Source: an optimization exercise on an open RTL-to-GDS flow (aim: small area, a short achievable clock period and few clock cycles per item). Production flows keep margins and buffers that such runs may drop.
The RTL was checked by simulation tests, not by an equivalence proof against the original design.
The flow treats the clock pin as an ideal source, which a real chip does not have.
Power figures rest on the tool's default switching activity, not on a simulated workload.

--- design/flow/config.mk ---
export PLATFORM = sky130hd
export DESIGN_NAME = mnet_codec
export DESIGN_NICKNAME = mnet_codec
export VERILOG_FILES = /design/flow/design.v
export SDC_FILE = /design/flow/constraint.sdc
export NUM_CORES = 4
export LEC_CHECK = 0
export ABC_AREA = 1
export CAP_MARGIN = 20
export CORE_MARGIN = 2
export CORE_UTILIZATION = 70
export CTS_CLUSTER_DIAMETER = 80
export CTS_CLUSTER_SIZE = 20
export SETUP_SLACK_MARGIN = 2.6
export SLEW_MARGIN = 20
--- design/flow/constraint.sdc ---
create_clock -name core_clock -period 4.5 [get_ports {clk}]
set_input_delay 0.9000 -clock core_clock [delete_from_list [all_inputs] [get_ports {clk}]]
set_output_delay 0.9000 -clock core_clock [all_outputs]
set_load 0.01 [all_outputs]
--- design/flow/design.v ---
module mnet_crc_step (
    input  wire [15:0] crc_in,
    input  wire [7:0]  data,
    output reg  [15:0] crc_out
);
    integer i;
    always @(*) begin
        crc_out = crc_in ^ {data, 8'h00};
        for (i = 0; i < 8; i = i + 1) begin
            if (crc_out[15])
                crc_out = {crc_out[14:0], 1'b0} ^ 16'h1021;
            else
                crc_out = {crc_out[14:0], 1'b0};
        end
    end
endmodule
module mnet_tx (
    input  wire        clk,
    input  wire        rst,
    input  wire [47:0] key,
    input  wire [3:0]  klast,
    input  wire        hdr_valid,
    output wire        hdr_ready,
    input  wire [7:0]  hdr_dst,
    input  wire [7:0]  hdr_src,
    input  wire [15:0] hdr_type,
    input  wire [7:0]  hdr_len,
    input  wire        hdr_obf,
    input  wire        pl_valid,
    output wire        pl_ready,
    input  wire [7:0]  pl_data,
    output reg         line_valid,
    input  wire        line_ready,
    output reg  [7:0]  line_data
);
    reg        s_idle, s_soh, s_hdr, s_pl, s_crch, s_crcl, s_eot;
    reg [39:0] hsr;       
    reg [7:0]  cnt;       
    reg [2:0]  idx;       
    reg        obf;
    reg [15:0] crc;
    reg        esc;       
    reg        pv;        
    reg [5:0]  ki;        
    reg [7:0]  skid;
    reg        sv;
    reg        pl_rdy;
    wire [7:0] b = hsr[39:32];
    assign hdr_ready = s_idle;
    assign pl_ready  = pl_rdy;
    wire [7:0] key_byte = ({8{ki[0]}} & key[7:0])   | ({8{ki[1]}} & key[15:8]) |
                          ({8{ki[2]}} & key[23:16]) | ({8{ki[3]}} & key[31:24]) |
                          ({8{ki[4]}} & key[39:32]) | ({8{ki[5]}} & key[47:40]);
    wire ki_wrap = |(ki[5:2] & klast);
    wire hdr_take = s_idle && hdr_valid;
    wire pl_take  = pl_valid && pl_rdy;
    wire take     = line_valid && line_ready;
    wire s_body = s_hdr || s_pl;
    wire s_crc  = s_crch || s_crcl;
    wire has  = esc || !(s_idle && !hdr_valid) && !(s_pl && !pv);
    wire gen  = !sv && has;
    wire adv  = gen && !esc;                  
    wire bgen = adv && s_body;                
    wire [7:0] g = esc ? 8'hFF :
                   s_body ? b :
                   s_crc ? crc[15:8] :
                   s_eot ? 8'h04 : 8'h01;
    wire is_ff = s_crc ? (crc[15:8] == 8'hFF) : (b == 8'hFF);
    wire [15:0] crc_next;
    mnet_crc_step u_crc (.crc_in(crc), .data(b), .crc_out(crc_next));
    wire cnt_zero = (cnt == 8'd0);
    wire cnt_one  = (cnt == 8'd1);
    wire cnt_two  = (cnt == 8'd2);
    wire hdr_last = s_hdr && idx[2];
    wire pl_last  = s_pl && cnt_one;
    wire n_idle = s_idle ? !hdr_valid : (s_eot && adv);
    wire n_soh  = s_idle ? hdr_valid && !gen : (s_soh && !adv);
    wire n_hdr  = (s_idle && gen) || (s_soh && adv) || (s_hdr && !(adv && idx[2]));
    wire n_pl   = (adv && hdr_last && !cnt_zero) || (s_pl && !(adv && cnt_one));
    wire n_crch = (adv && hdr_last && cnt_zero) || (adv && pl_last) || (s_crch && !adv);
    wire n_crcl = (adv && s_crch) || (s_crcl && !adv);
    wire n_eot  = (adv && s_crcl) || (s_eot && !adv);
    wire esc_n  = gen ? !esc && (s_body || s_crc) && is_ff : esc;
    wire pv_n   = pl_take || (pv && !(adv && s_pl));
    wire sv_n   = !take && (sv || (line_valid && gen));
    wire [2:0] idx_n = hdr_take ? 3'd0 : (adv && s_hdr) ? idx + 3'd1 : idx;
    wire cnt_n_nz  = !(cnt_zero || (cnt_one && adv && s_pl));
    wire cnt_n_gt1 = !(cnt_zero || cnt_one || (cnt_two && adv && s_pl));
    wire b_sent_n = !esc_n && !sv_n;
    always @(posedge clk) begin
        if (rst) begin
            s_idle     <= 1'b1;
            s_soh      <= 1'b0;
            s_hdr      <= 1'b0;
            s_pl       <= 1'b0;
            s_crch     <= 1'b0;
            s_crcl     <= 1'b0;
            s_eot      <= 1'b0;
            esc        <= 1'b0;
            pv         <= 1'b0;
            sv         <= 1'b0;
            line_valid <= 1'b0;
            pl_rdy     <= 1'b0;
        end else begin
            s_idle     <= n_idle;
            s_soh      <= n_soh;
            s_hdr      <= n_hdr;
            s_pl       <= n_pl;
            s_crch     <= n_crch;
            s_crcl     <= n_crcl;
            s_eot      <= n_eot;
            esc        <= esc_n;
            pv         <= pv_n;
            sv         <= sv_n;
            line_valid <= (line_valid && !line_ready) || sv || gen;
            pl_rdy     <= (n_hdr && idx_n[2] && !cnt_zero && b_sent_n) ||
                          (n_pl && (pv_n ? cnt_n_gt1 && b_sent_n : cnt_n_nz));
        end
    end
    wire [7:0] chain = s_pl ? b : 8'h00;
    always @(posedge clk) begin
        if (hdr_take) begin
            hsr <= {hdr_dst, hdr_src, hdr_type, hdr_len};
            cnt <= hdr_len;
            obf <= hdr_obf && (klast != 4'd0);
            crc <= 16'h0000;
            ki  <= 6'd1;
        end else begin
            if (pl_take)
                hsr[39:32] <= obf ? (pl_data ^ key_byte ^ chain) : pl_data;
            else if (bgen && s_hdr)
                hsr[39:32] <= hsr[31:24];
            if (bgen && s_hdr)
                hsr[31:0] <= {hsr[23:0], 8'h00};
            if (bgen && s_pl)
                cnt <= cnt - 8'd1;
            if (bgen)
                crc <= crc_next;
            else if (adv && s_crch)
                crc <= {crc[7:0], 8'h00};
            if (pl_take)
                ki <= ki_wrap ? 6'd1 : {ki[4:0], 1'b0};
        end
        idx <= idx_n;
        if (!line_valid || take)
            line_data <= sv ? skid : g;
        if (line_valid && !take && gen)
            skid <= g;
    end
endmodule
module mnet_rx (
    input  wire        clk,
    input  wire        rst,
    input  wire [47:0] key,
    input  wire [3:0]  klast,
    input  wire        line_valid,
    input  wire [7:0]  line_data,
    input  wire        obf_in,
    output reg         out_valid,
    output reg  [7:0]  out_data,
    output reg         out_end,
    output wire [7:0]  out_status
);
    reg        iv;
    reg [7:0]  id;
    reg        io;
    reg        id_ff, id_soh, id_eot, id_zero;
    reg        p_hunt, p_hdr, p_pay, p_crc0, p_crc1, p_term;
    reg        esc;
    reg [7:0]  cnt;
    reg [15:0] crc;
    reg        obf;
    reg [7:0]  prev;
    reg [5:0]  ki;        
    reg        st_bad;    
    reg        st_crc;
    assign out_status = {6'd0, st_bad, st_crc};
    wire [7:0] key_byte = ({8{ki[0]}} & key[7:0])   | ({8{ki[1]}} & key[15:8]) |
                          ({8{ki[2]}} & key[23:16]) | ({8{ki[3]}} & key[31:24]) |
                          ({8{ki[4]}} & key[39:32]) | ({8{ki[5]}} & key[47:40]);
    wire ki_wrap = |(ki[5:2] & klast);
    wire [15:0] crc_next;
    mnet_crc_step u_crc (.crc_in(crc), .data(id), .crc_out(crc_next));
    wire body   = p_hdr || p_pay || p_crc0 || p_crc1;
    wire acc    = iv && body && (esc ? id_ff : !id_ff);
    wire lone   = iv && body && esc && !id_ff;      
    wire crc_ok = (crc == 16'h0000);
    wire start  = iv && p_hunt && id_soh;
    wire hdr_end = acc && p_hdr && cnt[2];
    wire pay_end = acc && p_pay && (cnt == 8'd1);
    always @(posedge clk) begin
        if (rst) begin
            iv        <= 1'b0;
            p_hunt    <= 1'b1;
            p_hdr     <= 1'b0;
            p_pay     <= 1'b0;
            p_crc0    <= 1'b0;
            p_crc1    <= 1'b0;
            p_term    <= 1'b0;
            out_valid <= 1'b0;
            out_end   <= 1'b0;
        end else begin
            iv        <= line_valid;
            out_valid <= acc;
            out_end   <= (iv && p_term) || lone;
            p_hunt    <= (p_hunt && !start) || (iv && p_term) || lone;
            p_hdr     <= start || (p_hdr && !lone && !hdr_end);
            p_pay     <= (hdr_end && !id_zero) || (p_pay && !lone && !pay_end);
            p_crc0    <= (hdr_end && id_zero) || pay_end || (p_crc0 && !lone && !acc);
            p_crc1    <= (p_crc0 && acc) || (p_crc1 && !lone && !acc);
            p_term    <= (p_crc1 && acc) || (p_term && !iv);
        end
    end
    always @(posedge clk) begin
        id       <= line_data;
        io       <= obf_in;
        id_ff    <= (line_data == 8'hFF);
        id_soh   <= (line_data == 8'h01);
        id_eot   <= (line_data == 8'h04);
        id_zero  <= (line_data == 8'h00);
        out_data <= (p_pay && obf) ? (id ^ key_byte ^ prev) : id;
        st_bad   <= !(p_term && id_eot && crc_ok);
        st_crc   <= p_term && id_eot && !crc_ok;
        if (p_hunt) begin
            esc  <= 1'b0;
            cnt  <= 8'd0;
            crc  <= 16'h0000;
            obf  <= io && (klast != 4'd0);
            prev <= 8'h00;
            ki   <= 6'd1;
        end else if (iv) begin
            esc <= !esc && id_ff;
            if (acc) begin
                crc <= crc_next;
                if (p_hdr)
                    cnt <= cnt[2] ? id : cnt + 8'd1;
                if (p_pay) begin
                    cnt  <= cnt - 8'd1;
                    prev <= id;
                    ki   <= ki_wrap ? 6'd1 : {ki[4:0], 1'b0};
                end
            end
        end
    end
endmodule
module mnet_codec (
    input  wire        clk,
    input  wire        rst,
    input  wire        key_wr,
    input  wire [2:0]  key_len,
    input  wire [47:0] key_data,
    input  wire        tx_hdr_valid,
    output wire        tx_hdr_ready,
    input  wire [7:0]  tx_dst,
    input  wire [7:0]  tx_src,
    input  wire [15:0] tx_type,
    input  wire [7:0]  tx_len,
    input  wire        tx_obf,
    input  wire        tx_pl_valid,
    output wire        tx_pl_ready,
    input  wire [7:0]  tx_pl_data,
    output wire        line_tx_valid,
    input  wire        line_tx_ready,
    output wire [7:0]  line_tx_data,
    input  wire        line_rx_valid,
    input  wire [7:0]  line_rx_data,
    input  wire        rx_obf,
    output wire        rx_valid,
    output wire [7:0]  rx_data,
    output wire        rx_end,
    output wire [7:0]  rx_status
);
    reg [47:0] key;
    reg [3:0]  klast;
    wire key_ok = key_wr && (key_len[2] ? (key_len[1:0] != 2'd3) : (key_len[1:0] == 2'd3));
    always @(posedge clk) begin
        if (rst)
            klast <= 4'd0;
        else if (key_ok)
            klast <= {key_len == 3'd6, key_len == 3'd5, key_len == 3'd4, key_len == 3'd3};
    end
    always @(posedge clk) begin
        if (key_ok)
            key <= key_data;
    end
    mnet_tx u_tx (
        .clk       (clk),
        .rst       (rst),
        .key       (key),
        .klast     (klast),
        .hdr_valid (tx_hdr_valid),
        .hdr_ready (tx_hdr_ready),
        .hdr_dst   (tx_dst),
        .hdr_src   (tx_src),
        .hdr_type  (tx_type),
        .hdr_len   (tx_len),
        .hdr_obf   (tx_obf),
        .pl_valid  (tx_pl_valid),
        .pl_ready  (tx_pl_ready),
        .pl_data   (tx_pl_data),
        .line_valid(line_tx_valid),
        .line_ready(line_tx_ready),
        .line_data (line_tx_data)
    );
    mnet_rx u_rx (
        .clk       (clk),
        .rst       (rst),
        .key       (key),
        .klast     (klast),
        .line_valid(line_rx_valid),
        .line_data (line_rx_data),
        .obf_in    (rx_obf),
        .out_valid (rx_valid),
        .out_data  (rx_data),
        .out_end   (rx_end),
        .out_status(rx_status)
    );
endmodule
--- design/flow/flow/run.sh ---
#!/bin/bash
# The standard layout with two changes:
#  - plain buf_1 cells as the port buffers (the standard flow picks a delay
#    buffer); ORFS's repair resizes them as needed;
#  - after CTS, the clock tree's middle level is removed, so the root buffer
#    drives the leaf buffers directly (collapse_cts.tcl).
set -euo pipefail
export BUFFER_PORTS_ARGS="-buffer_cell sky130_fd_sc_hd__buf_1"
export RESULTS=$PWD/orfs/results/$FLOW_PLATFORM/mnet_codec/base
bash standard.sh cts > standard_cts.log 2>&1
openroad -no_init -exit flow/collapse_cts.tcl > collapse_cts.log 2>&1
touch $RESULTS/4_cts.sdc
bash standard.sh finish > standard_finish.log 2>&1
--- design/flow/flow/collapse_cts.tcl ---
# Make the clock tree two levels deep: the root buffer drives every leaf
# buffer directly, in place of the middle level TritonCTS builds. All leaf
# buffers stay at the same depth, so the tree stays balanced.
set results $::env(RESULTS)
read_db $results/4_cts.odb
set block [ord::get_db_block]
set clknet [$block findNet clk]
set roots {}
foreach it [$clknet getITerms] { lappend roots [$it getInst] }
if {[llength $roots] != 1} { error "clock port drives [llength $roots] cells" }
set root [lindex $roots 0]
set rootnet [[$root findITerm X] getNet]
set mids {}
foreach it [$rootnet getITerms] {
  if {[$it isOutputSignal]} continue
  set inst [$it getInst]
  if {[string match "sky130_fd_sc_hd__clkbuf_*" [[$inst getMaster] getName]]} { lappend mids $inst }
}
set n 0
foreach m $mids {
  set onet [[$m findITerm X] getNet]
  set loads {}
  foreach it [$onet getITerms] { if {![$it isOutputSignal]} { lappend loads $it } }
  set ok 1
  foreach it $loads {
    if {![string match "sky130_fd_sc_hd__clkbuf_*" [[[$it getInst] getMaster] getName]]} { set ok 0 }
  }
  if {!$ok} continue
  foreach it $loads { $it disconnect; $it connect $rootnet }
  [$m findITerm A] disconnect
  [$m findITerm X] disconnect
  odb::dbInst_destroy $m
  odb::dbNet_destroy $onet
  incr n
}
puts "root [$root getName]: removed $n middle clock buffers"
write_db $results/4_cts.odb
--- design/flow/standard.sh ---
#!/bin/bash
# synth_recipe.tcl (not shown) runs the flow's synth.tcl, then flattens the netlist and writes it again
# the make line also repeats each setting of config.mk as NAME=value (left out here)
make -C /OpenROAD-flow-scripts/flow DESIGN_CONFIG=/design/flow/config.mk WORK_HOME=/design/flow/orfs CLKGATE_MAP_FILE= SYNTH_SCRIPT=/design/flow/synth_recipe.tcl "${@:-finish}"
==> flow_summary.ini, run 1 <==
[outcome]
status = finished clean

[sta]
setup_tns_ns = 0
skew_ns = 0.0192
setup_violations = 0
max_freq_mhz = 532
min_period_over_period_pct = 41.7
rsz0062_at_grt = yes
worstMarginPinSlew_ns = 0.858
report.final.slew_viol_count = 0
slew_headroom_pct = 42.8
finalHoldViolations = 0
period_minus_slack_ns = 1.88

[logic_synthesis]
synthTopCellsByArea = edfxtp_1 32%, dfxtp_1 21%, nand2_1 12%
yosys_register_bits = 226
syn_inst = 1217
synthFlopType = edfxtp_1
netlist_area_um2 = 10600
synth_edf_count = 114
yosys.area.top_type = edfxtp_1
synth_top_area_share_pct = 32.4
ys_seq_area_share_pct = 53.6
ys_warn_count = 4
synth.avg_cell_area_um2 = 8.69
ys_types = 55
async_flop_share_pct = 0

[detailed_routing]
first_pass_iters = 5
via_count = 8562
routed_via_density = 5.58
wire_per_inst_um = 15.6
drcViolationCount = 0
wl_mm = 23.9
drtIter0Drc = 943
final_antenna_net_count = 0

[place]
numPortBuffers = 138
hpwl_mm = 16.7
dp.cells = 1494
place_congestion = 0.890

[layout]
nets = 1469
syn_to_final_growth_pct = 11.2
drive_above_1_share_pct = 8.67
diodes = 0
nFillCells = 1024
multiInputGateArea_um2 = 4270
instances_no_fill = 1534
mostFrequentLayoutCells = 322 x nand2_1, 133 x buf_1, 114 x edfxtp_1, 104 x inv_1, 101 x dfxtp_1
final_common_cell = nand2_1
ff_latch_area_um2 = 5690

[floorplan]
die_y_um = 127
fp.dieW_um = 127
num_io_pins = 145
rows = 44
initial_core_util_pct = 72.2
dieArea_um2 = 16100
core-area_um2 = 14600

[min_path]
hold_depth = 1
min_from = u_rx.id_eot
hold_class = reg2reg
min_to = u_rx.st_bad

[cts]
cts_tree = yes
cts.sink_count = 226
cts-hold-fix-buffers = 0
path_clk_slew_ns = 0.08
clock_latency_ns = 0.43
numCtsBuffers = 15
clock-root-buffer = clkbuf_16
htree_levels = 1
clock_path_buffers = 3

[setup_path]
reg2reg_to = u_tx.crc[15]
required_ns = 4.85
crit_path_end_kind = flip-flop
r2r_cells = 8
critPathKind = in2reg
start_kind = input pin
rrSetupSlack_ns = 2.71
cp_max_fo = 9
cp.arrival_ns = 2.23
rr_startpoint = u_tx.s_pl

[global_routing]
grt_first_pass_wirelength_mm = 37.9
gr-usage-all-layers_pct = 30.0
antenna_found_initial = 0
grt_overflow = 0
grt_pass1_vias = 7777
grt_max_degree = 63

[pwr]
p_per_area_nw_per_um2 = 368
peakVddDrop_uv = 399
p_leak_nw = 4.67

[run]
drv_cap = 0
synth_stat cells (5+ instances only):
| library cell | n |
|---|---|
| xnor2_1 | 30 |
| xor2_1 | 27 |
| inv_1 | 111 |
| buf_4 | 12 |
| a211oi_1 | 5 |
| dfxtp_1 | 112 |
| nor2_1 | 88 |
| edfxtp_1 | 114 |
| nand3_1 | 68 |
| inv_2 | 7 |
| clkbuf_1 | 25 |
| o21ai_0 | 73 |
| or2_2 | 17 |
| nand2_1 | 326 |
| a21oi_1 | 80 |
| o21ai_1 | 6 |
| buf_2 | 11 |
| nor3_1 | 6 |
| a31oi_1 | 5 |
| ha_1 | 10 |
| nand4_1 | 13 |
cell type report:
type	instances	area share [%]
inverter	123	4.32
timing repair inverter	1	0.0426
sequential	226	48.4
timing repair buffer	156	5.79
tap	184	1.96
clock buffer	21	3.02
clock inverter	1	0.138
multi-input combinational	822	36.3
critical path, cell delays in order:
cell     delay, ns
buf_2         0.19
inv_12        0.03
nand2_4       0.06
nand4_4       0.17
nor2_4        0.26
buf_4         0.15
nand2_1       0.10
xor2_1        0.18
a21oi_1       0.16
power by group:
part	leakage [nW]	switching [mW]	total, mW	internal (mW)
Sequential	2.02	0.124	2.49	2.37
Clock	0.177	0.651	1.20	0.550
Combinational	2.47	0.385	0.628	0.243
Total	4.67	1.16	4.32	3.16
repair_timing:
action / in CTS / in global routing
resized for setup: 12 / 15
cloned: 1 / 1
endpoints found under the setup margin: 148 / 105
setup buffers: 6 / 10
pin swaps: 2 / 3
flip-flops by register name, indices dropped and copies added (netlist names), 3 cells and up, named ones only:
name            cells
u_rx.prev           8
u_rx.ki             6
u_tx.line_data      8
klast               4
u_tx.skid           8
u_tx.cnt            8
u_rx.cnt            8
key                48
u_rx.id             8
u_tx.ki             6
u_tx.hsr           40
u_tx.idx            3
u_rx.out_data       8
u_rx.crc           16
u_tx.crc           16
worst max path at each step:
stage                       from      endpoint  slack, ns
floorplan             key_len[0]      klast[2]       1.93
global placement      key_len[0]       key[27]       1.67
detailed placement    key_len[0]      klast[3]       1.59
CTS                 tx_hdr_valid   u_tx.pl_rdy       2.60
global route        tx_hdr_valid   u_tx.pl_rdy       2.54
finish              tx_hdr_valid  u_tx.crc[15]       2.62
cell families after synthesis:
logic type	share of synthesized area, %
fa+ha+maj	1.18
xor+xnor	5.18
compound gates	10.5
flops	53.6
simple gates	22.3
buf+inv	7.18
other cells	0.0355
layer usage:
layer | global-route usage (%) | share of wire (%) | vias to the layer above
li1 | - | - | 4252
met4 | 10.2 | 2.1 | 0
met5 | 0 | 0 | -
met3 | 5.99 | 8.0 | 43
met1 | 42.3 | 44 | 3898
met2 | 47.0 | 46 | 369
through the flow:
stage / utilization [%] / area (µm²) / hold slack (ns) / setup slack [ns] / power, mW
final: 80.3 / 11800 / 0.427 / 2.62 / 4.32
after global routing: 80.3 / 11800 / 0.467 / 2.54 / 4.50
after CTS: 79.8 / 11700 / 0.425 / 2.60 / 4.42
after detailed placement: 76.3 / 11200 / 0.407 / 1.59 / 3.13
after global placement: 76.3 / 11200 / 0.400 / 1.67 / 3.11
after floorplan: - / 10700 / 0.381 / 1.93 / 2.95
Testbench counts, summed over its fixed seeds: cycles 27,589, items 384.
==> inputs of run 2 (changes only) <==
--- a/design/flow/config.mk
+++ b/design/flow/config.mk
@@ -6,5 +6,5 @@
 export NUM_CORES = 4
 export LEC_CHECK = 0
-export ABC_AREA = 1
+export ABC_CLOCK_PERIOD_IN_PS = 2500
 export CAP_MARGIN = 20
 export CORE_MARGIN = 2
==> flow_summary.ini, run 2 <==
[logic_synthesis]
syn_inst = 983
netlist_area_um2 = 10200
yosysMostFrequentCell = nand2_1
async_flop_share_pct = 0
yosys.area.top_type = edfxtp_1
ys_top_cells_by_count = 159 x nand2_1, 114 x edfxtp_1, 112 x dfxtp_1
synth.avg_cell_area_um2 = 10.3
synthFlopType = edfxtp_1
synth_top_area_share_pct = 33.7
yosys_register_bits = 226
ys_seq_area_share_pct = 55.8
ys_types = 64
synth_edf_count = 114
ys_warn_count = 4
synthTopCellsByArea = edfxtp_1 34%, dfxtp_1 22%, nand2_1 5.9%

[cts]
clock_path_buffers = 3
htree_levels = 1
clock-root-buffer = clkbuf_16
clock_latency_ns = 0.42
numCtsBuffers = 15
cts_tree = yes
cts.sink_count = 226
path_clk_slew_ns = 0.09

[global_routing]
grt_first_pass_wirelength_mm = 37.8
grt_pass1_vias = 7400
gr-usage-all-layers_pct = 30.7
antenna_found_initial = 0
grt_overflow = 0
grt_max_degree = 43

[place]
numPortBuffers = 138
placed_area_um2 = 10800
hpwl_mm = 16.1
place_congestion = 0.874
pre_cts_ws_ns = 1.54

[sta]
skew_ns = 0.0182
report.final.slew_viol_count = 0
setup_tns_ns = 0
min_period_over_period_pct = 41.8
period_minus_slack_ns = 1.88
worstMarginPinSlew_ns = 0.848
slew_headroom_pct = 43.5
finalHoldViolations = 0
fin_ws_ns = 2.62
max_freq_mhz = 532
setup_violations = 0
rsz0062_at_grt = yes
whs_ns = 0.459

[setup_path]
crit_path_end_kind = flip-flop
crit_path_cell_trace = or2_4 > nor2_1 > a221o_1 > mux2_2
cp_max_fo = 17
crit_end = u_tx.line_data[7]
rrSetupSlack_ns = 2.62
start_kind = flip-flop
crit_family = flip-flops
critPathKind = reg2reg
required_ns = 4.68
reg2reg_to = u_tx.line_data[7]
rr_startpoint = u_tx.s_pl
crit_start = u_tx.s_pl
r2r_cells = 4
crit_path_max_incr_delay_ns = 0.54
path_depth = 4
crit_buf_inv = 0
crit_slowest_cell = dfxtp_2
cp.arrival_ns = 2.06

[layout]
nets = 1231
diodes = 0
fin_area_um2 = 11400
largest_reg_flops = 48
nFillCells = 912
reg_top3 = key (48), u_tx.hsr (40)
drive_above_1_share_pct = 8.99
final_common_cell = nand2_1
top_register = key
syn_to_final_growth_pct = 12.4
mostFrequentLayoutCells = 156 x nand2_1, 135 x buf_1, 114 x edfxtp_1, 104 x dfxtp_1, 75 x nor2_1

[pwr]
p_per_area_nw_per_um2 = 369
netSwitchingFraction_pct = 25.6
power.internal_mw = 3.13
comb_power_share_pct = 13.2
clkPwrFrac_pct = 28.4
peakVddDrop_uv = 327
seqPwrFrac_pct = 58.4
switching_power_mw = 1.08
p_leak_nw = 3.96

[detailed_routing]
routed_via_density = 6.17
wl_mm = 24.0
top_layer_used = met4
wl_met3_mm = 2.12
first_pass_iters = 6
via_count = 8001
met1Wirelength_mm = 10.0
met2_length_mm = 11.0
final_antenna_net_count = 0
drcViolationCount = 0
drtIter0Drc = 843
wire_per_inst_um = 18.5

[floorplan]
rows = 44
initial_core_util_pct = 70.7
dieArea_um2 = 15500
core-area_um2 = 14400
die_y_um = 124
fp.dieW_um = 124
num_io_pins = 145

[outcome]
status = finished clean

[min_path]
hold_class = reg2reg

[run]
drv_cap = 0
[run 2: cell type report]
class	instances	area, µm²	share of cell area [%]
Clock buffer	21	355	3.11
Clock inverter	1	16.3	0.142
Inverter	16	66.3	0.581
Multi-Input combinational cell	685	4350	38.1
Sequential cell	226	5680	49.8
Tap cell	184	230	2.02
Timing Repair Buffer	159	694	6.08
Timing Repair inverter	4	27.5	0.241
[run 2: worst reg2reg max path: stages (launching register included)]
cell and delay, ns:
dfxtp_2 0.54, or2_4 0.31, nor2_1 0.15, a221o_1 0.36, mux2_2 0.28
[run 2: how the worst min path moves through the flow]
stage | from | endpoint | slack [ns] | cells past startpoint
after floorplan | u_rx.id_eot | u_rx.st_crc | 0.42 | 2
after global placement | u_rx.id_eot | u_rx.st_crc | 0.42 | 2
after detailed placement | u_rx.id_eot | u_rx.st_crc | 0.44 | 2
after CTS | u_rx.id_eot | u_rx.st_crc | 0.46 | 2
after global routing | u_rx.id_eot | u_rx.st_crc | 0.48 | 2
final | u_rx.id_eot | u_rx.st_crc | 0.46 | 2
[run 2: repair_timing]
action | CTS | global route
setup endpoints to repair | 205 | 60
pin swaps | 2 | 3
resized for setup | 24 | 10
buffers inserted | 7 | 11
hold buffers | 0 | 0
cloned | 4 | 2
endpoints found under the hold margin | 0 | 0
[run 2: through the flow]
| stage | cells | power, mW | util, % |
|---|---|---|---|
| after floorplan | 988 | 2.86 | - |
| after global placement | 1250 | 3.00 | 75.0 |
| after detailed placement | 1250 | 3.02 | 75.0 |
| after CTS | 1285 | 4.30 | 79.0 |
| after global routing | 1296 | 4.37 | 79.5 |
| final | 1296 | 4.21 | 79.5 |
[run 2: layer usage]
metal | GRT usage [%] | vias to the layer above
li1 | - | 3778
met1 | 43.9 | 3722
met2 | 46.8 | 435
met3 | 6.01 | 66
met4 | 12.2 | 0
met5 | 0 | -
[run 2: logic make-up after synthesis]
group	share of synthesized area, %
buf+inv	3.60
fa+ha+maj	1.23
mux	1.61
compound gates	13.9
other cells	0.0369
simple gates	17.2
flops	55.8
xor+xnor	6.63
[run 2: power by group through the flow]
stage	Clock (mW)	Sequential, mW	Combinational (mW)
floorplan	0	2.47	0.391
global placement	0	2.50	0.501
detailed placement	0	2.51	0.512
CTS	1.31	2.45	0.540
global route	1.29	2.47	0.612
finish	1.20	2.46	0.555
==> inputs of run 3 (changes only) <==
==> design/flow/config.mk (replaced) <==
export PLATFORM = sky130hd
export DESIGN_NAME = mnet_codec
export DESIGN_NICKNAME = mnet_codec
export VERILOG_FILES = /design/flow/design.v
export SDC_FILE = /design/flow/constraint.sdc
export NUM_CORES = 4
export LEC_CHECK = 0
export ABC_CLOCK_PERIOD_IN_PS = 2000
export CAP_MARGIN = 20
export CORE_MARGIN = 2
export CORE_UTILIZATION = 60
export CTS_BUF_LIST = sky130_fd_sc_hd__clkbuf_8
export CTS_CLUSTER_DIAMETER = 60
export CTS_CLUSTER_SIZE = 16
export SETUP_SLACK_MARGIN = 2.7
export SLEW_MARGIN = 20
==> flow_summary.ini, run 3 <==
[outcome]
status = finished clean

[detailed_routing]
final_antenna_net_count = 0
via_count = 7923
drtIter0Drc = 775
first_pass_iters = 6
drcViolationCount = 0
wl_mm = 24.7
routed_via_density = 5.89
wire_per_inst_um = 18.3

[setup_path]
critPathKind = in2reg
crit_buf_inv = 2
crit_slowest_cell = clkinvlp_4
cp.arrival_ns = 2.43
required_ns = 4.90
crit_path_cell_trace = buf_1 > and2_4 > ha_4 > nand2b_4 > clkinvlp_4 > nand4b_1 > a21oi_1
crit_family = simple AND/OR/NAND/NOR gates
cp_max_fo = 26
crit_path_end_kind = flip-flop
crit_path_max_incr_delay_ns = 0.47
start_kind = input pin

[sta]
worstMarginPinSlew_ns = 0.873
rsz0062_at_grt = yes
setup_tns_ns = 0
slew_headroom_pct = 41.8
period_minus_slack_ns = 2.03
finalHoldViolations = 0
skew_ns = 0.00810
max_freq_mhz = 494
min_period_over_period_pct = 45.0
report.final.slew_viol_count = 0
setup_violations = 0

[layout]
reg_top3 = key (48), u_tx.hsr (40)
largest_reg_flops = 48
nFillCells = 1291
syn_to_final_growth_pct = 15.6
diodes = 0
top_register = key
nets = 1241
drive_above_1_share_pct = 14.0
mostFrequentLayoutCells = 156 x nand2_1, 116 x buf_1, 114 x edfxtp_1, 100 x dfxtp_1, 74 x nor2_1
final_common_cell = nand2_1
instances_no_fill = 1345

[global_routing]
gr-usage-all-layers_pct = 27.9
grt_pass1_vias = 7173
antenna_found_initial = 1
grt_max_degree = 43
use_met3_pct = 7.41
grt_use_met2_pct = 40.6
use_met1_pct = 41.1
busiest_layer = met1
grt_first_pass_wirelength_mm = 38.5
grt_overflow = 0

[place]
numPortBuffers = 138
hpwl_mm = 16.3
place_congestion = 0.862
dp.cells = 1286

[logic_synthesis]
ys_types = 64
ys_top_cells_by_count = 159 x nand2_1, 114 x edfxtp_1, 112 x dfxtp_1
ys_seq_area_share_pct = 55.8
synthFlopType = edfxtp_1
synth.avg_cell_area_um2 = 10.3
async_flop_share_pct = 0
syn_inst = 983
yosys_register_bits = 226
synth_top_area_share_pct = 33.7
yosysMostFrequentCell = nand2_1
yosys.area.top_type = edfxtp_1
synth_edf_count = 114
netlist_area_um2 = 10200
synthTopCellsByArea = edfxtp_1 34%, dfxtp_1 22%, nand2_1 5.9%
ys_warn_count = 4

[floorplan]
die_y_um = 134
initial_core_util_pct = 61.2
fp.dieW_um = 134
num_io_pins = 145
dieArea_um2 = 18000
core-area_um2 = 16600
rows = 47

[run]
drv_cap = 0

[cts]
clock_latency_ns = 0.51
cts-hold-fix-buffers = 0
numCtsBuffers = 18
htree_levels = 1
clock-root-buffer = clkbuf_8
clock_path_buffers = 3
cts.sink_count = 226
path_clk_slew_ns = 0.10
cts_tree = yes

[min_path]
hold_class = reg2reg

[pwr]
peakVddDrop_uv = 305
p_per_area_nw_per_um2 = 353
p_leak_nw = 4.14
run 3: cell counts after synthesis:
Identical to the previous run, type by type.
run 3: logic make-up (layout without fill, tap and decap cells):
family	count (synthesis)	in the layout	share of synthesized area, %
buffers and inverters	79	213	3.60
and+or+nand+nor	370	373	17.2
other	1	6	0.0369
AOI/OAI and AO/OA	206	206	13.9
muxes	15	15	1.61
adders and majority gates	10	10	1.23
xor gates and xnor gates	76	76	6.63
DFF	226	226	55.8
run 3: repair_timing:
item | CTS | global route
pin swaps | 3 | 14
resized for setup | 41 | 34
endpoints found under the setup margin | 242 | 164
hold endpoints to repair | 0 | 0
cloned | 3 | 2
setup buffers | 9 | 17
run 3: worst paths after layout:
kind | from | to | slack [ns] | cells past startpoint
worst max-delay path | key_len[0] | klast[3] | 2.47 | 7
worst min-delay path | u_rx.id_eot | u_rx.st_crc | 0.45 | 2
worst max register to register | u_tx.cnt[2] | u_tx.pl_rdy | 2.73 | 6
worst min register to register | u_rx.id_eot | u_rx.st_crc | 0.45 | 2
run 3: worst reg2reg max path, delay by kind of cell, from the launching register on:
kind,cells,cell delay (ns)
flops,1,0.45
buf+inv,1,0.19
compound gates,2,0.27
simple gates,3,0.76
run 3: where the power goes:
group	leakage (nW)	switching, mW	total, mW	internal, mW
combinational	1.92	0.321	0.576	0.255
clock	0.194	0.649	1.11	0.457
sequential	2.03	0.116	2.46	2.34
total	4.14	1.09	4.14	3.06
run 3: final cells by class:
cell class,instances,area [µm²],share of cell area (%)
Tap cell,220,275,2.34
Timing Repair inverter,2,16.3,0.139
Timing Repair Buffer,167,838,7.14
Sequential cell,226,5690,48.5
Clock inverter,8,57.6,0.490
Multi-Input combinational cell,686,4510,38.4
Inverter,16,80.1,0.682
Clock buffer,20,275,2.34
run 3: metal layers:
layer / wire length [µm] / share of wire [%] / vias to the layer above
met4: 408 / 1.7 / 2
met1: 11200 / 46 / 3771
met3: 1770 / 7.2 / 32
met5: 15 / 0.061 / -
met2: 11200 / 46 / 322
li1: - / - / 3796
run 3: metrics by stage:
step | power (mW) | hold WS, ns | util [%] | setup WS [ns] | area (µm²)
after floorplan | 2.89 | 0.415 | - | 1.95 | 10500
after global placement | 3.03 | 0.425 | 65.9 | 1.58 | 10900
after detailed placement | 3.03 | 0.434 | 65.9 | 1.52 | 10900
after CTS | 4.19 | 0.445 | 69.2 | 2.51 | 11500
after global routing | 4.32 | 0.443 | 70.8 | 2.43 | 11700
final | 4.14 | 0.448 | 70.8 | 2.47 | 11700
==> inputs of run 4 (changes only) <==
--- a/design/flow/design.v
+++ b/design/flow/design.v
@@ -84,8 +84,12 @@
     wire pv_n   = pl_take || (pv && !(adv && s_pl));
     wire sv_n   = !take && (sv || (line_valid && gen));
-    wire [2:0] idx_n = hdr_take ? 3'd0 : (adv && s_hdr) ? idx + 3'd1 : idx;
+    wire [2:0] idx_n = s_idle ? 3'd0 : (adv && s_hdr) ? idx + 3'd1 : idx;
     wire cnt_n_nz  = !(cnt_zero || (cnt_one && adv && s_pl));
     wire cnt_n_gt1 = !(cnt_zero || cnt_one || (cnt_two && adv && s_pl));
-    wire b_sent_n = !esc_n && !sv_n;
+    wire sv_n_rdy = !line_valid && sv;                  
+    wire sv_n_stl = sv || (line_valid && gen);          
+    wire pl_rdy_hdr = n_hdr && idx_n[2] && !cnt_zero && !esc_n;
+    wire pl_rdy_rdy = pl_rdy_hdr && !sv_n_rdy || n_pl && (pv_n ? cnt_n_gt1 && !esc_n && !sv_n_rdy : cnt_n_nz);
+    wire pl_rdy_stl = pl_rdy_hdr && !sv_n_stl || n_pl && (pv_n ? cnt_n_gt1 && !esc_n && !sv_n_stl : cnt_n_nz);
     always @(posedge clk) begin
         if (rst) begin
@@ -114,11 +118,10 @@
             sv         <= sv_n;
             line_valid <= (line_valid && !line_ready) || sv || gen;
-            pl_rdy     <= (n_hdr && idx_n[2] && !cnt_zero && b_sent_n) ||
-                          (n_pl && (pv_n ? cnt_n_gt1 && b_sent_n : cnt_n_nz));
+            pl_rdy     <= line_ready ? pl_rdy_rdy : pl_rdy_stl;
         end
     end
     wire [7:0] chain = s_pl ? b : 8'h00;
     always @(posedge clk) begin
-        if (hdr_take) begin
+        if (s_idle) begin
             hsr <= {hdr_dst, hdr_src, hdr_type, hdr_len};
             cnt <= hdr_len;
@@ -145,5 +148,5 @@
         if (!line_valid || take)
             line_data <= sv ? skid : g;
-        if (line_valid && !take && gen)
+        if (!sv)
             skid <= g;
     end
==> design/flow/config.mk (replaced) <==
export PLATFORM = sky130hd
export DESIGN_NAME = mnet_codec
export DESIGN_NICKNAME = mnet_codec
export VERILOG_FILES = /design/flow/design.v
export SDC_FILE = /design/flow/constraint.sdc
export NUM_CORES = 4
export LEC_CHECK = 0
export ABC_AREA = 1
export CAP_MARGIN = 20
export CORE_MARGIN = 2
export CORE_UTILIZATION = 60
export CTS_CLUSTER_DIAMETER = 80
export CTS_CLUSTER_SIZE = 20
export SETUP_SLACK_MARGIN = 2.6
export SLEW_MARGIN = 20
==> flow_summary.ini, run 4 <==
[logic_synthesis]
yosys_register_bits = 226
yosysMostFrequentCell = nand2_1
synthFlopType = dfxtp_1
ys_types = 47
ys_top_cells_by_count = 431 x nand2_1, 154 x inv_1, 120 x dfxtp_1
netlist_area_um2 = 10900
ys_seq_area_share_pct = 51.2
synthTopCellsByArea = edfxtp_1 29%, dfxtp_1 22%, nand2_1 15%
synth_top_area_share_pct = 29.2
syn_inst = 1366
async_flop_share_pct = 0
yosys.area.top_type = edfxtp_1
ys_warn_count = 4
synth_edf_count = 106
synth.avg_cell_area_um2 = 7.98

[detailed_routing]
final_antenna_net_count = 0
first_pass_iters = 5
drtIter0Drc = 808
via_count = 9206
wire_per_inst_um = 15.3
wl_mm = 26.6
drcViolationCount = 0
routed_via_density = 5.30

[global_routing]
grt_pass1_vias = 8109
busiest_layer = met2
antenna_found_initial = 1
grt_use_met2_pct = 41.1
gr-usage-all-layers_pct = 27.4
use_met1_pct = 40.7
grt_first_pass_wirelength_mm = 41.8
grt_max_degree = 41
use_met3_pct = 4.42
grt_overflow = 0

[setup_path]
cp_max_fo = 2
crit_path_cell_trace = buf_12 > buf_6
required_ns = 3.60
critPathKind = reg2out
crit_family = flip-flops
crit_buf_inv = 2
crit_start = u_tx.s_idle
cp.arrival_ns = 1.03
crit_path_end_kind = output pin
crit_slowest_cell = dfxtp_4
crit_path_max_incr_delay_ns = 0.36
rr_startpoint = u_rx.p_pay
start_kind = flip-flop

[min_path]
min_from = u_rx.id_eot
hold_class = reg2reg

[sta]
worstMarginPinSlew_ns = 0.722
skew_ns = 0.0122
setup_tns_ns = 0
min_period_over_period_pct = 42.8
max_freq_mhz = 519
rsz0062_at_grt = yes
setup_violations = 0
period_minus_slack_ns = 1.93
finalHoldViolations = 0
slew_headroom_pct = 51.8
report.final.slew_viol_count = 0

[floorplan]
fp.dieW_um = 139
num_io_pins = 145
core-area_um2 = 17900
die_y_um = 139
dieArea_um2 = 19300
rows = 49
initial_core_util_pct = 60.9

[cts]
clock_latency_ns = 0.44
htree_levels = 1
path_clk_slew_ns = 0.09
cts.sink_count = 226
clock_path_buffers = 3
cts_tree = yes
clock-root-buffer = clkbuf_16
numCtsBuffers = 15

[pwr]
p_leak_nw = 5.19
p_per_area_nw_per_um2 = 347
finalPower_mw = 4.24
peakVddDrop_uv = 380

[layout]
instances_no_fill = 1737
largest_reg_flops = 48
reg_top3 = key (48), u_tx.hsr (40)
nets = 1625
drive_above_1_share_pct = 6.57
final_common_cell = nand2_1
mostFrequentLayoutCells = 428 x nand2_1, 151 x inv_1, 134 x buf_1, 116 x dfxtp_1, 106 x edfxtp_1
syn_to_final_growth_pct = 12.1
top_register = key

[place]
dp.cells = 1686
hpwl_mm = 18.1
numPortBuffers = 138
place_congestion = 0.904

[run]
drv_cap = 0

[outcome]
status = finished clean
==> run 4: stage by stage <==
stage | worst slack (ns) | utilization [%] | cell area, µm² | hold WS [ns]
6_report | 2.57 | 68.2 | 12200 | 0.414
5_1_grt | 2.55 | 68.2 | 12200 | 0.423
4_1_cts | 2.48 | 67.4 | 12100 | 0.413
3_5_place_dp | 1.57 | 64.2 | 11500 | 0.394
3_3_place_gp | 1.62 | 64.2 | 11500 | 0.390
2_1_floorplan | 1.98 | - | 11000 | 0.381
==> run 4: cell type report <==
type | count | area (µm²)
clock inverters | 3 | 17.5
repair buffers | 164 | 803
diodes | 1 | 2.50
clock buffers | 20 | 352
well taps | 229 | 287
flip-flops and latches | 226 | 5600
multi-input cells | 927 | 4500
inverters | 164 | 638
fillers | 1561 | 5690
repair inverters | 3 | 22.5
==> run 4: logic make-up (layout without fill, tap and decap cells) <==
family          Yosys count  after routing  share of synthesized area (%)
simple gates            699            701                           27.5
fa+ha+maj                10             10                           1.15
flops                   226            226                           51.2
buf+inv                 220            354                           8.40
other cells               1              7                         0.0344
compound gates          175            175                           8.75
xor+xnor                 35             35                           2.95
==> run 4: power by group <==
part / internal [mW] / switching (mW)
Sequential: 2.34 / 0.110
Clock: 0.544 / 0.669
Combinational: 0.217 / 0.362
Total: 3.10 / 1.14
==> run 4: what timing repair did <==
item / 4_1_cts / 5_1_grt
endpoints found under the hold margin: 0 / 0
gates cloned: 3 / 4
buffers inserted: 4 / 16
pin swaps: 1 / 3
setup endpoints to repair: 147 / 115
hold buffers: 0 / 0
resized for setup: 19 / 9
==> run 4: routing by layer <==
| layer | vias up | part of all wire, % |
|---|---|---|
| met2 | 318 | 44 |
| met4 | 0 | 1.8 |
| met1 | 4166 | 47 |
| met5 | - | 0 |
| met3 | 27 | 6.6 |
| li1 | 4695 | - |
==> run 4: worst reg2reg max path, stage by stage, from the launching register on <==
cell and delay [ns]:
dfxtp_2 0.48, nor2_1 0.09, nand3_1 0.21, nand3_4 0.18, inv_8 0.16, o21ai_4 0.12
inv_2 0.14, o21ai_0 0.11, a21oi_1 0.20
==> run 4: worst paths after layout <==
| check | slack, ns | cells past startpoint | end |
|---|---|---|---|
| max | 2.57 | 2 | tx_hdr_ready |
| min | 0.41 | 1 | u_rx.st_bad |
| max reg2reg | 2.73 | 8 | u_rx.cnt[6] |
| min reg2reg | 0.41 | 1 | u_rx.st_bad |
Testbench counts of run 4, summed over its fixed seeds: cycles 27,589, items 384.
==> inputs of run 5 (changes only) <==
--- a/design/flow/config.mk
+++ b/design/flow/config.mk
@@ -6,5 +6,5 @@
 export NUM_CORES = 4
 export LEC_CHECK = 0
-export ABC_AREA = 1
+export ABC_CLOCK_PERIOD_IN_PS = 1500
 export CAP_MARGIN = 20
 export CORE_MARGIN = 2
==> flow_summary.ini, run 5 <==
[layout]
mostFrequentLayoutCells = 136 x buf_1, 108 x dfxtp_1, 106 x edfxtp_1, 85 x nand2_1, 79 x nor2_1
diodes = 0
reg_top3 = key (48), u_tx.hsr (40)
syn_to_final_growth_pct = 13.2
instances_no_fill = 1284
final_util_pct = 69.0
top_register = key
nets = 1183
final_common_cell = buf_1
drive_above_1_share_pct = 10.4
largest_reg_flops = 48

[setup_path]
required_ns = 4.61
cp.arrival_ns = 1.97
r2r_cells = 6
rr_startpoint = u_tx.cnt[2]
reg2reg_to = u_tx.pl_rdy
critPathKind = in2reg
start_kind = input pin
rrSetupSlack_ns = 2.69
crit_path_end_kind = flip-flop
cp_max_fo = 13
crit_start = key_len[0]
crit_end = key[34]

[place]
dp.cells = 1242
place_congestion = 0.872
pre_cts_ws_ns = 1.53
numPortBuffers = 138
hpwl_mm = 15.6

[logic_synthesis]
synthFlopType = dfxtp_1
ys_seq_area_share_pct = 55.7
yosys_register_bits = 226
ys_types = 62
async_flop_share_pct = 0
ys_warn_count = 4
synth_edf_count = 106
ys_top_cells_by_count = 120 x dfxtp_1, 106 x edfxtp_1, 89 x nand2_1
synth.avg_cell_area_um2 = 10.7
yosysMostFrequentCell = dfxtp_1
yosys.area.top_type = edfxtp_1
synthTopCellsByArea = edfxtp_1 32%, dfxtp_1 24%, a22oi_1 5.0%
synth_top_area_share_pct = 31.7
netlist_area_um2 = 10000
syn_inst = 934

[cts]
numCtsBuffers = 15
path_clk_slew_ns = 0.08
clock_latency_ns = 0.43
cts_tree = yes
clock-root-buffer = clkbuf_16
cts.sink_count = 226
htree_levels = 1
clock_path_buffers = 3

[detailed_routing]
final_antenna_net_count = 0
via_count = 7477
wire_per_inst_um = 18.4
drcViolationCount = 0
wl_mm = 23.7
drtIter0Drc = 762
first_pass_iters = 5
routed_via_density = 5.82

[floorplan]
initial_core_util_pct = 60.9
dieArea_um2 = 17800
rows = 47
die_y_um = 133
core-area_um2 = 16500
num_io_pins = 145
fp.dieW_um = 133

[sta]
slew_headroom_pct = 62.0
min_period_over_period_pct = 41.5
skew_ns = 0.0299
setup_tns_ns = 0
whs_ns = 0.465
max_freq_mhz = 536
report.final.slew_viol_count = 0
worstMarginPinSlew_ns = 0.569
finalHoldViolations = 0
rsz0062_at_grt = yes
period_minus_slack_ns = 1.87
fin_ws_ns = 2.63
setup_violations = 0

[pwr]
peakVddDrop_uv = 390
p_per_area_nw_per_um2 = 357
p_leak_nw = 3.79

[global_routing]
gr-usage-all-layers_pct = 26.9
antenna_found_initial = 0
grt_first_pass_wirelength_mm = 36.7
grt_overflow = 0
grt_pass1_vias = 6897
grt_max_degree = 45

[min_path]
min_from = u_tx.skid[5]
hold_class = reg2reg

[run]
drv_cap = 0

[outcome]
status = finished clean
run 5: how the worst min path moves through the flow:
stage	to	cells past startpoint
after floorplan	u_rx.st_crc	2
after global placement	u_tx.skid[5]	2
after detailed placement	u_tx.skid[5]	2
after CTS	u_tx.skid[5]	2
after global routing	u_rx.prev[3]	2
final	u_tx.skid[5]	2
run 5: final cells by class:
| cell class | instances | area, µm² |
|---|---|---|
| sequential | 226 | 5610 |
| timing repair inverter | 3 | 22.5 |
| fill | 1301 | 5110 |
| multi-input combinational | 640 | 4290 |
| tap | 220 | 275 |
| timing repair buffer | 155 | 726 |
| clock inverter | 1 | 16.3 |
| clock buffer | 21 | 355 |
| inverter | 18 | 71.3 |
run 5: cells by family (layout without fill, tap and decap cells):
logic type,Yosys count,count (layout),synth area share [%]
other,1,6,0.0374
AND/OR/NAND/NOR,308,312,15.2
multiplexers,40,40,4.33
AO/OA/AOI/OAI,196,196,13.4
XOR/XNOR,76,76,6.64
buffers and inverters,77,198,3.53
flip-flops,226,226,55.7
adder cells (fa/ha/maj),10,10,1.25
run 5: worst max-delay path, stage by stage:
cell and delay, ns:
buf_1 0.11, and2_4 0.17, ha_4 0.24, nand2b_4 0.23, clkinvlp_4 0.31
run 5: stage by stage:
step / instance area, µm² / total power, mW
3_3_place_gp: 10700 / 2.85
6_report: 11400 / 4.05
3_5_place_dp: 10700 / 2.85
4_1_cts: 11200 / 4.16
2_1_floorplan: 10100 / 2.71
5_1_grt: 11400 / 4.20
run 5: timing repair:
action | 4_1_cts | 5_1_grt
gates cloned | 5 | 2
buffers inserted | 5 | 8
pin swaps | 2 | 4
hold buffers | 0 | 0
setup endpoints to repair | 186 | 99
resized for setup | 19 | 14
run 5: per-layer routing:
metal  global-route usage [%]  wire, µm  vias up
met3                     6.89      1850       31
met5                        0         0        -
met1                     38.5     10800     3497
met2                     40.3     10600      320
li1                         -         -     3629
met4                     8.92       459        0
run 5: power breakdown:
group | internal [mW] | switching [mW] | total, mW
Combinational | 0.199 | 0.242 | 0.441
Clock | 0.547 | 0.654 | 1.20
Sequential | 2.31 | 0.101 | 2.41
==> inputs of run 6 (changes only) <==
--- a/design/flow/config.mk
+++ b/design/flow/config.mk
@@ -6,5 +6,4 @@
 export NUM_CORES = 4
 export LEC_CHECK = 0
-export ABC_CLOCK_PERIOD_IN_PS = 1500
 export CAP_MARGIN = 20
 export CORE_MARGIN = 2
@@ -12,4 +11,4 @@
 export CTS_CLUSTER_DIAMETER = 80
 export CTS_CLUSTER_SIZE = 20
-export SETUP_SLACK_MARGIN = 2.6
+export SETUP_SLACK_MARGIN = 2.65
 export SLEW_MARGIN = 20
==> flow_summary.ini, run 6 <==
[floorplan]
rows = 47
fp.dieW_um = 133
core-area_um2 = 16500
initial_core_util_pct = 60.9
dieArea_um2 = 17800
num_io_pins = 145
die_y_um = 133

[detailed_routing]
first_pass_iters = 6
drcViolationCount = 0
routed_via_density = 5.77
wl_mm = 23.5
wire_per_inst_um = 18.1
via_count = 7480
final_antenna_net_count = 0
drtIter0Drc = 560

[setup_path]
cp.arrival_ns = 2.18
cp_max_fo = 4
start_kind = flip-flop
required_ns = 4.82
crit_path_cell_trace = or3_4 > nor4_4 > a211oi_2 > a21o_1 > a22oi_2 > o31ai_1
crit_family = simple AND/OR/NAND/NOR gates
crit_path_max_incr_delay_ns = 0.44
critPathKind = reg2reg
crit_slowest_cell = edfxtp_1
crit_path_end_kind = flip-flop
crit_buf_inv = 0

[global_routing]
antenna_found_initial = 0
grt_pass1_vias = 6867
grt_max_degree = 60
grt_first_pass_wirelength_mm = 36.6
gr-usage-all-layers_pct = 26.6
grt_overflow = 0

[logic_synthesis]
yosysMostFrequentCell = dfxtp_1
synth.avg_cell_area_um2 = 10.7
netlist_area_um2 = 10000
ys_top_cells_by_count = 120 x dfxtp_1, 106 x edfxtp_1, 89 x nand2_1
synthFlopType = dfxtp_1
syn_inst = 934
synth_edf_count = 106
yosys.area.top_type = edfxtp_1
ys_types = 62
yosys_register_bits = 226
synthTopCellsByArea = edfxtp_1 32%, dfxtp_1 24%, a22oi_1 5.0%
ys_warn_count = 4
async_flop_share_pct = 0
ys_seq_area_share_pct = 55.7
synth_top_area_share_pct = 31.7

[cts]
clock_latency_ns = 0.43
cts.sink_count = 226
numCtsBuffers = 15
cts-hold-fix-buffers = 0
clock-root-buffer = clkbuf_16
htree_levels = 1
clock_path_buffers = 3
path_clk_slew_ns = 0.09
cts_tree = yes

[pwr]
netSwitchingFraction_pct = 24.8
p_per_area_nw_per_um2 = 353
peakVddDrop_uv = 330
comb_power_share_pct = 11.4
clkPwrFrac_pct = 29.6
seqPwrFrac_pct = 59.0
p_leak_nw = 3.91
switching_power_mw = 1.01
power.internal_mw = 3.07

[place]
pre_cts_ws_ns = 1.52
numPortBuffers = 138
hpwl_mm = 15.7
placed_area_um2 = 10700
place_congestion = 0.823

[sta]
setup_violations = 0
worstMarginPinSlew_ns = 0.587
report.final.slew_viol_count = 0
setup_tns_ns = 0
min_period_over_period_pct = 41.5
skew_ns = 0.0227
finalHoldViolations = 0
max_freq_mhz = 535
slew_headroom_pct = 60.9
period_minus_slack_ns = 1.87
rsz0062_at_grt = yes
fin_ws_ns = 2.63

[run]
drv_cap = 0

[min_path]
hold_class = reg2reg

[layout]
nFillCells = 1301
largest_reg_flops = 48
top_register = key
ff_latch_area_um2 = 5610
fin_area_um2 = 11600
syn_to_final_growth_pct = 15.2
final_common_cell = buf_1
diodes = 0
drive_above_1_share_pct = 13.8
reg_top3 = key (48), u_tx.hsr (40)
mostFrequentLayoutCells = 127 x buf_1, 109 x dfxtp_1, 106 x edfxtp_1, 82 x nand2_1, 79 x nor2_1
nets = 1195
multiInputGateArea_um2 = 4390

[outcome]
status = finished clean
## run 6: cell types whose count changed in the layout (fill, tap and decap cells not counted), moves of 3 or more
cell,before,now
nand2_1,85,82
buf_1,136,127
buf_4,10,23
buf_6,2,5
a22oi_1,67,60
a22oi_2,0,7
clkbuf_2,0,4
## run 6: layout make-up
class,instances,share of cell area (%)
Clock buffer,21,3.08
Clock inverter,1,0.141
Inverter,18,0.617
Multi-Input combinational cell,640,38.0
Sequential cell,226,48.5
Tap cell,220,2.38
Timing Repair Buffer,167,7.06
Timing Repair inverter,3,0.195
## run 6: metal layers
| metal | vias up | share of wire, % | track usage [%] |
|---|---|---|---|
| li1 | 3649 | - | - |
| met1 | 3534 | 46 | 38.4 |
| met2 | 269 | 46 | 40.4 |
| met3 | 28 | 7.0 | 6.66 |
| met4 | 0 | 1.7 | 7.03 |
| met5 | - | 0 | 0 |
## run 6: worst reg2reg max path, delay by kind of cell (launching register included)
family | cells | cell delay, ns
simple gates | 2 | 0.79
flops | 1 | 0.44
compound gates | 4 | 0.53
## run 6: power by group through the flow
stage	clock [mW]	sequential (mW)	combinational, mW
after floorplan	0	2.42	0.307
after global placement	0	2.46	0.401
after detailed placement	0	2.46	0.406
after CTS	1.33	2.41	0.435
after global routing	1.29	2.42	0.510
final	1.21	2.41	0.464
## run 6: path summary, 6_finish.rpt
kind                                    from      endpoint  slack, ns  cells past startpoint
worst max register to register   u_tx.cnt[2]   u_tx.pl_rdy       2.63                      6
worst min register to register  u_tx.skid[5]  u_tx.skid[5]       0.46                      2
worst min-delay path            u_tx.skid[5]  u_tx.skid[5]       0.46                      2
worst max-delay path             u_tx.cnt[2]   u_tx.pl_rdy       2.63                      6
## run 6: what timing repair did
item | in CTS | in global routing
buffers inserted | 8 | 17
setup endpoints to repair | 194 | 109
gates cloned | 5 | 2
gates resized for setup | 28 | 33
pin swaps | 3 | 9
## run 6: cells by family (layout without fill, tap and decap cells)
family,Yosys count,after routing,share of synthesized area [%]
buffers and inverters,77,210,3.53
AOI/OAI and AO/OA,196,196,13.4
adders and majority gates,10,10,1.25
DFF,226,226,55.7
and+or+nand+nor,308,312,15.2
other,1,6,0.0374
xor gates and xnor gates,76,76,6.64
muxes,40,40,4.33
## run 6: metrics by stage
stage	instances	hold WS [ns]	total power [mW]	util [%]
final	1296	0.457	4.08	70.2
after global placement	1242	0.439	2.86	65.1
after global routing	1296	0.489	4.22	70.2
after detailed placement	1242	0.442	2.86	65.1
after CTS	1279	0.457	4.17	68.8
after floorplan	939	0.415	2.73	-
==> inputs of run 7 (changes only) <==
--- a/design/flow/config.mk
+++ b/design/flow/config.mk
@@ -6,7 +6,8 @@
 export NUM_CORES = 4
 export LEC_CHECK = 0
+export ABC_CLOCK_PERIOD_IN_PS = 2000
 export CAP_MARGIN = 20
 export CORE_MARGIN = 2
-export CORE_UTILIZATION = 60
+export CORE_UTILIZATION = 65
 export CTS_CLUSTER_DIAMETER = 80
 export CTS_CLUSTER_SIZE = 20
==> flow_summary.ini, run 7 <==
[pwr]
comb_power_share_pct = 12.0
clkPwrFrac_pct = 30.4
p_leak_nw = 4.05
netSwitchingFraction_pct = 24.9
power.internal_mw = 3.13
switching_power_mw = 1.04
seqPwrFrac_pct = 57.6
peakVddDrop_uv = 291
p_per_area_nw_per_um2 = 356

[setup_path]
crit_path_max_incr_delay_ns = 0.38
crit_path_cell_trace = clkbuf_2
required_ns = 3.60
crit_buf_inv = 1
cp_max_fo = 1
cp.arrival_ns = 1.09
critPathKind = reg2out
rrSetupSlack_ns = 2.70
crit_family = flip-flops
start_kind = flip-flop
crit_path_end_kind = output pin
crit_slowest_cell = edfxtp_1

[place]
numPortBuffers = 138
place_congestion = 0.859
placed_area_um2 = 10700
hpwl_mm = 15.7

[layout]
syn_to_final_growth_pct = 16.9
ff_latch_area_um2 = 5620
multiInputGateArea_um2 = 4390
nets = 1216
reg_top3 = key (48), u_tx.hsr (40)
nFillCells = 996
drive_above_1_share_pct = 16.6
largest_reg_flops = 48
diodes = 0
top_register = key
final_common_cell = buf_1
fin_area_um2 = 11700
mostFrequentLayoutCells = 118 x buf_1, 106 x dfxtp_1, 106 x edfxtp_1, 82 x nand2_1, 79 x nor2_1

[sta]
report.final.slew_viol_count = 0
rsz0062_at_grt = yes
period_minus_slack_ns = 1.99
setup_violations = 0
min_period_over_period_pct = 44.2
skew_ns = 0.213
max_freq_mhz = 503
setup_tns_ns = 0
whs_ns = 0.323
worstMarginPinSlew_ns = 0.673
slew_headroom_pct = 55.1
finalHoldViolations = 0

[logic_synthesis]
async_flop_share_pct = 0
synth_top_area_share_pct = 31.7
synthTopCellsByArea = edfxtp_1 32%, dfxtp_1 24%, a22oi_1 5.0%
ys_seq_area_share_pct = 55.7
syn_inst = 934
netlist_area_um2 = 10000
synthFlopType = dfxtp_1
synth.avg_cell_area_um2 = 10.7
synth_edf_count = 106
ys_types = 62
ys_warn_count = 4
yosys.area.top_type = edfxtp_1
yosys_register_bits = 226
ys_top_cells_by_count = 120 x dfxtp_1, 106 x edfxtp_1, 89 x nand2_1
yosysMostFrequentCell = dfxtp_1

[detailed_routing]
drtIter0Drc = 660
wl_mm = 24.3
wire_per_inst_um = 18.9
via_count = 7776
first_pass_iters = 6
final_antenna_net_count = 0
drcViolationCount = 0
routed_via_density = 6.05

[cts]
clock_path_buffers = 3
htree_levels = 1
clock_latency_ns = 0.57
clock-root-buffer = clkbuf_16
numCtsBuffers = 15
cts_tree = yes
cts.sink_count = 226
cts-hold-fix-buffers = 0
path_clk_slew_ns = 0.09

[global_routing]
grt_overflow = 0
grt_max_degree = 56
grt_pass1_vias = 6945
gr-usage-all-layers_pct = 29.1
grt_first_pass_wirelength_mm = 36.9
antenna_found_initial = 0

[min_path]
hold_class = reg2reg

[run]
drv_cap = 0

[floorplan]
num_io_pins = 145
dieArea_um2 = 16400
rows = 45
core-area_um2 = 15100
die_y_um = 128
initial_core_util_pct = 66.2
fp.dieW_um = 128

[outcome]
status = finished clean
-- run 7: worst paths after layout --
path	from	cells after the start	endpoint
worst max-delay path	u_tx.line_data[5]	1	line_tx_data[5]
worst min-delay path	u_rx.id_soh	3	u_rx.p_hunt
worst max register to register	u_tx.s_idle	6	u_tx.crc[10]
worst min register to register	u_rx.id_soh	3	u_rx.p_hunt
-- run 7: kinds of logic (layout without fill, tap and decap cells) --
logic type                 count (synthesis)  in the layout  share of synthesized area (%)
AOI/OAI and AO/OA                        196            196                           13.4
xor gates and xnor gates                  76             76                           6.64
adders and majority gates                 10             10                           1.25
buffers and inverters                     77            232                           3.53
DFF                                      226            226                           55.7
muxes                                     40             40                           4.33
other                                      1              6                         0.0374
and+or+nand+nor                          308            311                           15.2
-- run 7: repair_timing --
| action | 4_1_cts | 5_1_grt |
|---|---|---|
| gates cloned | 4 | 4 |
| resized for setup | 32 | 50 |
| setup endpoints to repair | 179 | 133 |
| pin swaps | 5 | 7 |
| buffers inserted | 8 | 36 |
-- run 7: routing by layer --
metal	wire [µm]	up-vias	global-route usage (%)
li1	-	3699	-
met1	10400	3674	41.6
met2	11200	366	44.2
met3	2160	37	6.84
met4	493	0	9.31
met5	0	-	0
-- run 7: through the flow --
stage | util (%) | worst slack (ns) | power (mW) | cells
after global routing | 77.5 | 2.46 | 4.33 | 1285
final | 77.5 | 2.51 | 4.17 | 1285
after detailed placement | 70.5 | 1.51 | 2.87 | 1210
after floorplan | - | 1.95 | 2.73 | 939
after CTS | 74.6 | 2.44 | 4.17 | 1246
after global placement | 70.5 | 1.57 | 2.85 | 1210
-- run 7: area by class of cell --
class | instances | area share [%]
clock buffers | 21 | 3.21
clock inverters | 2 | 0.213
inverters | 18 | 0.608
multi-input cells | 639 | 37.4
flip-flops and latches | 226 | 47.9
well taps | 188 | 2.00
repair buffers | 186 | 8.37
repair inverters | 5 | 0.320
-- run 7: power by group through the flow --
stage	sequential [mW]	clock (mW)	combinational, mW
after floorplan	2.42	0	0.307
after global placement	2.45	0	0.404
after detailed placement	2.46	0	0.411
after CTS	2.40	1.33	0.444
after global routing	2.42	1.37	0.546
final	2.40	1.27	0.500
==> inputs of run 8 (changes only) <==
--- a/design/flow/config.mk
+++ b/design/flow/config.mk
@@ -6,10 +6,9 @@
 export NUM_CORES = 4
 export LEC_CHECK = 0
-export ABC_CLOCK_PERIOD_IN_PS = 2000
 export CAP_MARGIN = 20
 export CORE_MARGIN = 2
-export CORE_UTILIZATION = 65
+export CORE_UTILIZATION = 55
 export CTS_CLUSTER_DIAMETER = 80
 export CTS_CLUSTER_SIZE = 20
-export SETUP_SLACK_MARGIN = 2.65
+export SETUP_SLACK_MARGIN = 2.6
 export SLEW_MARGIN = 20
==> flow_summary.ini, run 8 <==
[pwr]
switching_power_uw = 989
comb_power_share_pct = 10.4
netSwitchingFraction_pct = 23.8
seqPwrFrac_pct = 58.0
p_per_area_nw_per_um2 = 364
power.internal_mw = 3.16
clkPwrFrac_pct = 31.6
finalPower_mw = 4.15
p_leak_nw = 3.82
peakVddDrop_uv = 423

[cts]
path_clk_slew_ns = 0.08
clock_path_buffers = 3
clock-root-buffer = clkbuf_16
clock_latency_ns = 0.43
numCtsBuffers = 15
cts.sink_count = 226
htree_levels = 1
cts_tree = yes

[detailed_routing]
met2_length_mm = 10.3
wl_met3_mm = 1.49
final_antenna_net_count = 0
drtIter0Drc = 624
met1Wirelength_mm = 11.2
wire_per_inst_um = 18.2
wl_mm = 23.6
drcViolationCount = 0
via_count = 7454
top_layer_used = met4
routed_via_density = 5.75
first_pass_iters = 5

[setup_path]
r2r_cells = 6
start_kind = flip-flop
cp.arrival_ns = 1.07
rrSetupSlack_ns = 2.68
crit_slowest_cell = dfxtp_4
critPathKind = reg2out
crit_family = flip-flops
reg2reg_to = u_rx.cnt[4]
crit_end = tx_hdr_ready
path_depth = 1
rr_startpoint = u_rx.p_pay
crit_path_end_kind = output pin
crit_path_cell_trace = buf_1
required_ns = 3.60
crit_buf_inv = 1
crit_start = u_tx.s_idle
crit_path_max_incr_delay_ns = 0.47
cp_max_fo = 13

[layout]
final_common_cell = buf_1
diodes = 0
mostFrequentLayoutCells = 136 x buf_1, 108 x dfxtp_1, 106 x edfxtp_1, 85 x nand2_1, 79 x nor2_1
syn_to_final_growth_pct = 13.7
multiInputGateArea_um2 = 4280
top_register = key
nFillCells = 1518
ff_latch_area_um2 = 5600
largest_reg_flops = 48
fin_area_um2 = 11400
reg_top3 = key (48), u_tx.hsr (40)
instances_no_fill = 1296
nets = 1185
drive_above_1_share_pct = 10.9

[logic_synthesis]
synth.avg_cell_area_um2 = 10.7
ys_types = 62
synthFlopType = dfxtp_1
syn_inst = 934
yosys.area.top_type = edfxtp_1
yosysMostFrequentCell = dfxtp_1
synth_top_area_share_pct = 31.7
ys_seq_area_share_pct = 55.7
netlist_area_um2 = 10000
synthTopCellsByArea = edfxtp_1 32%, dfxtp_1 24%, a22oi_1 5.0%
async_flop_share_pct = 0
yosys_register_bits = 226
ys_warn_count = 4
synth_edf_count = 106
ys_top_cells_by_count = 120 x dfxtp_1, 106 x edfxtp_1, 89 x nand2_1

[place]
placed_area_um2 = 10700
hpwl_mm = 16.0
place_congestion = 0.838
dp.cells = 1251
numPortBuffers = 138

[global_routing]
grt_pass1_vias = 6980
grt_first_pass_wirelength_mm = 37.5
antenna_found_initial = 0
grt_overflow = 0
gr-usage-all-layers_pct = 24.8
grt_max_degree = 55

[sta]
report.final.slew_viol_count = 0
period_minus_slack_ns = 1.97
max_freq_mhz = 507
slew_headroom_pct = 59.6
worstMarginPinSlew_ns = 0.605
setup_tns_ns = 0
finalHoldViolations = 0
setup_violations = 0
rsz0062_at_grt = yes
skew_ns = 0.0125
min_period_over_period_pct = 43.8
whs_ns = 0.457

[min_path]
hold_class = reg2reg

[floorplan]
die_y_um = 139
fp.dieW_um = 139
core-area_um2 = 17900
dieArea_um2 = 19300
num_io_pins = 145
initial_core_util_pct = 56.0
rows = 49

[run]
drv_cap = 0

[outcome]
status = finished clean
-- run 8: worst min-delay path by stage --
stage / start / endpoint / slack, ns / depth (start not counted)
final: u_rx.id_eot / u_rx.st_crc / 0.46 / 2
after global routing: u_tx.crc[4] / u_tx.crc[4] / 0.49 / 2
after CTS: u_rx.id_eot / u_rx.st_crc / 0.46 / 2
after detailed placement: u_rx.id_eot / u_rx.st_crc / 0.44 / 2
after global placement: u_tx.skid[5] / u_tx.skid[5] / 0.44 / 2
after floorplan: u_rx.id_eot / u_rx.st_crc / 0.42 / 2
-- run 8: metrics by stage --
stage | setup WS, ns | util (%)
3_5_place_dp | 1.52 | 59.7
5_1_grt | 2.48 | 63.7
6_report | 2.53 | 63.7
4_1_cts | 2.37 | 63.0
2_1_floorplan | 1.95 | -
3_3_place_gp | 1.55 | 59.7
-- run 8: final cells by class --
class / instances / share of cell area [%]
Multi-Input combinational cell: 639 / 37.5
Sequential cell: 226 / 49.1
Tap cell: 229 / 2.51
Timing Repair inverter: 3 / 0.197
Clock buffer: 23 / 3.83
Timing Repair Buffer: 158 / 6.26
Inverter: 18 / 0.625
-- run 8: routing by layer --
metal	up-vias	GRT usage, %
met1	3532	35.6
met2	259	37.1
met5	-	0
met3	41	5.73
met4	0	9.30
li1	3622	-
-- run 8: logic make-up after synthesis --
logic type	share of synthesized area, %
xor gates and xnor gates	6.64
other	0.0374
buffers and inverters	3.53
adders and majority gates	1.25
muxes	4.33
AOI/OAI and AO/OA	13.4
and+or+nand+nor	15.2
DFF	55.7
-- run 8: power by group through the flow --
stage / clock network [mW] / logic (mW) / registers [mW]
floorplan: 0 / 0.295 / 2.42
finish: 1.31 / 0.433 / 2.41
global route: 1.41 / 0.479 / 2.42
detailed placement: 0 / 0.395 / 2.46
global placement: 0 / 0.392 / 2.46
CTS: 1.45 / 0.414 / 2.41
-- run 8: repair_timing --
action,4_1_cts,5_1_grt
setup endpoints to repair,171,105
gates cloned,5,1
resized for setup,15,18
pin swaps,2,4
hold buffers,0,0
buffers inserted,2,14

what the ideal ports hide:
No port has a modelled driver above. Below, the same layouts with a new extraction and two added sets of constraints. Step 1 assumes that a clkbuf_16 drives the clock port and a buf_2 every other input. Step 2 also shifts input and output timing later by t, the mid clock arrival at the registers, as if the neighbouring blocks saw the same clock. Three values: no drivers, after step 1, after step 2; two values: the first two.
run	t (ns)	setup WS [ns]
run 1	0.462	2.622 / 2.579 / 2.183
run 2	0.459	2.619 / 2.618 / 2.186
run 3	0.550	2.475 / 2.499 / 1.949
run 4	0.480	2.573 / 2.527 / 2.161
run 5	0.463	2.634 / 2.619 / 2.195
run 6	0.465	2.632 / 2.621 / 2.208
run 7	0.506	2.511 / 2.468 / 2.062
run 8	0.471	2.529 / 2.482 / 2.155
After both steps every run listed still meets setup and hold.
